Source: an optimization exercise on an open RTL-to-GDS flow (aim: small area, a short achievable clock period and few clock cycles). Production flows keep margins and buffers that such runs may drop. Where RTL was checked, it was by simulation tests only, not by an equivalence proof against the original. Power figures rest on the tool's default switching activity, not on a simulated workload.

Setup of beta:
==> flow/design.v <==
module ice_rx (
    input  wire        clk,
    input  wire        rst,
    input  wire        in_valid,
    input  wire [7:0]  in_data,
    output wire        in_ready,
    output reg         bit_valid,
    output reg         bit_data,
    output wire        pay_valid,
    output wire [7:0]  pay_data,
    output reg         res_valid,
    output wire [1:0]  res_tag,
    output wire [3:0]  res_code,
    output wire [16:0] res_count,
    output wire [7:0]  res_f0,
    output wire [7:0]  res_f1,
    output wire [7:0]  res_f2,
    output wire [7:0]  res_f3,
    output wire [7:0]  res_f4,
    output wire [7:0]  res_decl
);
    localparam [1:0] TAG_UNREC = 2'd0, TAG_GOC = 2'd1, TAG_EIN = 2'd2, TAG_MBUS = 2'd3;
    localparam [1:0] P_IDLE = 2'd0, P_LEN_HI = 2'd1, P_LEN_LO = 2'd2, P_BODY = 2'd3;
    function [15:0] crc16_byte;
        input [15:0] c;
        input [7:0]  b;
        integer i;
        reg [15:0] x;
        begin
            x = c ^ {b, 8'h00};
            for (i = 0; i < 8; i = i + 1)
                x = x[15] ? ({x[14:0], 1'b0} ^ 16'h1021) : {x[14:0], 1'b0};
            crc16_byte = x;
        end
    endfunction
    assign in_ready = 1'b1;
    reg        v_q;
    reg [7:0]  d_q;
    reg        ws_q, wl_q, wst_q, wsp_q;    
    reg [1:0]  phase;
    reg [1:0]  chan;
    reg [15:0] r;            
    reg [16:0] c;            
    reg [7:0]  hdr0, hdr1, hdr2, hdr3, hdr4, decl;
    reg [15:0] ck;           
    reg [3:0]  code;         
    reg        last;         
    reg        pv;           
    reg        ng;           
    reg        eok;          
    reg        fst;          
    reg        hz;           
    reg        done;         
    assign res_tag   = chan;
    assign res_code  = code;
    assign res_count = c;
    assign res_f0    = hdr0;
    assign res_f1    = hdr1;
    assign res_f2    = hdr2;
    assign res_f3    = hdr3;
    assign res_f4    = hdr4;
    assign res_decl  = decl;
    assign pay_data  = d_q;
    wire is_goc  = (chan == TAG_GOC);
    wire is_ein  = (chan == TAG_EIN);
    wire is_mbus = (chan == TAG_MBUS);
    wire r_hi0   = (r[15:2] == 14'd0);
    wire r_is2   = r_hi0 & (r[1:0] == 2'd2);
    wire u       = &c[16:3];
    wire [2:0] cl = c[2:0];
    assign pay_valid = v_q & pv;
    wire pv_n = (is_ein  & ~r_is2 & (~c[16] | (u & cl == 3'd7))) |
                (is_mbus & ~r_hi0 & (~c[16] | (u & cl[2:1] == 2'b11)));
    wire [7:0] b = d_q;
    wire w_s  = hz & ws_q;
    wire w_l  = hz & wl_q;
    wire w_st = hz & wst_q;
    wire w_sp = hz & wsp_q;
    wire k_odd = c[0];
    wire      err = code[3] | code[2];
    reg       ev_err;
    reg [3:0] ev_code;
    reg       ev_bit;
    reg       ev_stop;
    always @(*) begin
        ev_err  = 1'b0;
        ev_code = 4'd0;
        ev_bit  = 1'b0;
        ev_stop = 1'b0;
        if (!eok) begin
            ev_err = 1'b1; ev_code = 4'd4;
        end else if (done) begin
            ev_err = 1'b1; ev_code = 4'd5;
        end else if (k_odd) begin
            if (!w_s) begin ev_err = 1'b1; ev_code = 4'd6; end
        end else if (!(w_s | w_l | w_st | w_sp)) begin
            ev_err = 1'b1; ev_code = 4'd6;
        end else if (fst) begin
            if (!w_st) begin ev_err = 1'b1; ev_code = 4'd8; end
        end else if (w_s | w_l) begin
            ev_bit = 1'b1;
        end else if (w_sp) begin
            ev_stop = 1'b1;
        end else begin
            ev_err = 1'b1; ev_code = 4'd8;
        end
    end
    wire        edge_byte = (r[1:0] == 2'd0);
    wire        word_end  = (r[1:0] == 2'd1);
    wire        z_q       = (b == 8'd0);
    wire        n_ng      = ng | (edge_byte & (b[7:1] != 7'd0));
    wire        n_err     = err | (word_end & ev_err);
    wire        n_done    = done | (word_end & ev_stop);
    wire [16:0] c_inc    = c + 17'd1;
    wire [16:0] l_p3     = {1'b0, hdr2, hdr1[7:2], 2'b11};    
    wire [12:0] nbits    = c[13:1] - 13'd1;
    wire        len_diff = (c[16:8] != 9'd0) | (c[7:0] != decl);
    wire [7:0]  sum_n    = ck[15:8] + b;
    wire [15:0] crc_n    = crc16_byte(ck, b);
    wire        ck_bad   = (b != ck[15:8]) | (ck[7:0] != 8'd0);
    wire [15:0] len      = {r[15:8], b};
    wire        short_e  = (len[15:2] == 14'd0);
    wire        short_m  = (len[15:3] == 13'd0);
    always @(posedge clk) begin
        v_q   <= in_valid & ~rst;
        d_q   <= in_data;
        ws_q  <= (in_data >= 8'd6)  & (in_data <= 8'd14);
        wl_q  <= (in_data >= 8'd26) & (in_data <= 8'd34);
        wst_q <= (in_data >= 8'd56) & (in_data <= 8'd64);
        wsp_q <= (in_data >= 8'd86) & (in_data <= 8'd94);
    end
    always @(posedge clk) begin
        if (rst) begin
            phase     <= P_IDLE;
            pv        <= 1'b0;
            res_valid <= 1'b0;
            bit_valid <= 1'b0;
        end else begin
            res_valid <= 1'b0;
            bit_valid <= 1'b0;
            if (v_q) begin
                case (phase)
                P_IDLE: begin
                    hdr0 <= b;
                    if (b == 8'h47 || b == 8'h45 || b == 8'h4D) begin
                        chan  <= (b == 8'h47) ? TAG_GOC : (b == 8'h45) ? TAG_EIN : TAG_MBUS;
                        phase <= P_LEN_HI;
                    end else begin
                        chan      <= TAG_UNREC;
                        code      <= 4'd0;
                        c         <= 17'd1;
                        res_valid <= 1'b1;
                    end
                end
                P_LEN_HI: begin
                    r[15:8] <= b;
                    hdr2    <= b;
                    pv      <= 1'b0;
                    phase   <= P_LEN_LO;
                end
                P_LEN_LO: begin
                    r[7:0] <= b;
                    hdr1   <= b;
                    last   <= (len == 16'd1);
                    code   <= 4'd0;
                    done   <= 1'b0;
                    ck     <= is_ein ? 16'h0000 : 16'hFFFF;
                    case (chan)
                    TAG_GOC:  begin ng <= (b[1:0] != 2'd0); c <= (b[1:0] != 2'd0) ? 17'd4 : 17'd0; end
                    TAG_EIN:  begin ng <= short_e; c <= short_e ? 17'd1 : 17'h1FFFD; end
                    default:  begin ng <= short_m; c <= short_m ? 17'd1 : 17'h1FFF9; end
                    endcase
                    if (len == 16'd0) begin
                        phase     <= P_IDLE;
                        res_valid <= 1'b1;
                        c         <= 17'd0;
                        code      <= is_goc ? 4'd9 : 4'd1;
                    end else begin
                        phase <= P_BODY;
                    end
                end
                default: begin  
                    r    <= r - 16'd1;
                    last <= r_is2;
                    pv   <= pv_n & ~last;
                    ck   <= is_ein ? {sum_n, ck[7:0]} : crc_n;
                    if ((!is_goc || ng) && !last) c <= c_inc;
                    if (u) begin
                        if (is_ein) begin
                            if (cl == 3'd5) hdr0 <= b;
                            if (cl == 3'd6) hdr1 <= b;
                            if (cl == 3'd7) decl <= b;
                        end else begin
                            if (cl == 3'd1) hdr0 <= b;
                            if (cl == 3'd2) hdr1 <= b;
                            if (cl == 3'd3) hdr2 <= b;
                            if (cl == 3'd4) hdr3 <= b;
                            if (cl == 3'd5) hdr4 <= b;
                            if (cl == 3'd6) decl <= b;
                        end
                    end
                    if (is_goc) begin
                        ng <= n_ng;
                        if (edge_byte) begin
                            eok <= b[0] ^ c[0];
                            fst <= (c[13:0] == 14'd0);
                        end
                        if (r[1:0] == 2'd3) hz <= z_q;
                        if (r[1:0] == 2'd2) hz <= hz & z_q;
                        if (word_end) begin
                            if (!err) code <= ev_code;
                            done <= n_done;
                            if (!n_err) c <= c_inc;
                            if (!err && ev_bit) begin
                                bit_valid <= 1'b1;
                                bit_data  <= w_l;
                            end
                        end
                    end
                    if (last) begin
                        phase     <= P_IDLE;
                        res_valid <= 1'b1;
                        case (chan)
                        TAG_GOC: begin
                            if (n_ng) begin
                                chan <= TAG_UNREC;
                                c    <= (hdr1[1:0] != 2'd0) ? c : l_p3;
                                code <= 4'd0;
                            end else if (n_err) begin
                            end else if (!n_done) begin
                                code <= 4'd9;
                            end else begin
                                c    <= {4'd0, nbits};
                            end
                        end
                        default: begin
                            code <= 4'd0;
                            if (ng)            code <= 4'd1;
                            else if (len_diff) code <= 4'd2;
                            else if (ck_bad)   code <= 4'd3;
                        end
                        endcase
                    end
                end
                endcase
            end
        end
    end
endmodule
clock: 6.5 ns
lec_check: 0
abc_area: 1
cap_margin: 20
core_margin: 2
core_utilization: 60
place_density: 0.7
setup_slack_margin: 4.0
slew_margin: 20
standard.sh (not shown) runs the stock make flow with config.mk's settings and CLKGATE_MAP_FILE= SYNTH_SCRIPT=/design/flow/synth_recipe.tcl, a recipe that flattens the netlist after the stock synthesis.
==> flow/flow/run.sh <==
#!/bin/bash
set -euo pipefail
bash standard.sh \
  "BUFFER_PORTS_ARGS=-buffer_cell sky130_fd_sc_hd__buf_1" \
  "MATCH_CELL_FOOTPRINT=0" \
  "CTS_ARGS=-sink_clustering_enable -repair_clock_nets -dont_use_dummy_load -sink_clustering_size 30 -sink_clustering_max_diameter 60 -buf_list sky130_fd_sc_hd__clkbuf_8" \
  finish > standard.log 2>&1
Input-level comparison between gamma and beta:
--- a/flow/design.v
+++ b/flow/design.v
@@ -129,14 +129,9 @@
         wst_q <= (in_data >= 8'd56) & (in_data <= 8'd64);
         wsp_q <= (in_data >= 8'd86) & (in_data <= 8'd94);
     end
     always @(posedge clk) begin
-        if (rst) begin
-            phase     <= P_IDLE;
-            pv        <= 1'b0;
-            res_valid <= 1'b0;
-            bit_valid <= 1'b0;
-        end else begin
+        begin
             res_valid <= 1'b0;
             bit_valid <= 1'b0;
             if (v_q) begin
                 case (phase)
@@ -244,6 +239,12 @@
                 end
                 endcase
             end
         end
+        if (rst) begin
+            phase     <= P_IDLE;
+            pv        <= 1'b0;
+            res_valid <= 1'b0;
+            bit_valid <= 1'b0;
+        end
     end
 endmodule
Results
Per the comparison of gamma with beta, number of non-clock buffers in the layout increased by 13% relative to the old numbers, area after synthesis +about 3%, combined area of the multi-input logic cells saw an increase, overall routed net length higher, total internal power up 0.000024 W. [diff] worst hold margin, gamma relative to beta: regression. Measured against beta, the post-synthesis cell count of gamma comes out at 1.07 times the reference value. gamma vs beta on peak fanout along the critical path: gamma is the lower one.
Testbench counts of gamma, summed over its fixed seeds: cycles 66,736.
The RTL of beta was laid out without a check of its function.

-- re-timing with driven ports --
In the flow no input, the clock included, has a driving cell. The finished layouts below were timed again as built, in two steps. Step 1, drivers: a clkbuf_16 drives clk and a buf_2 each remaining input, both assumed. Step 2 also shifts input and output timing later by t, the mid clock arrival at the registers, as if the neighbouring blocks saw the same clock. Three values: no drivers, after step 1, after step 2; two values: the first two.
| run | shift t [ns] | setup WS [ns] | pins driven straight from the clock port |
|---|---|---|---|
| beta | 0.495 | 3.986 / 3.999 / 3.507 | 1 |
| gamma | 0.485 | 4.059 / 4.021 / 4.132 | 1 |
After both steps every run listed still meets setup and hold. For beta, which loses most, drivers alone change the setup slack by +0.013 ns; drivers and shift together by -0.479 ns.
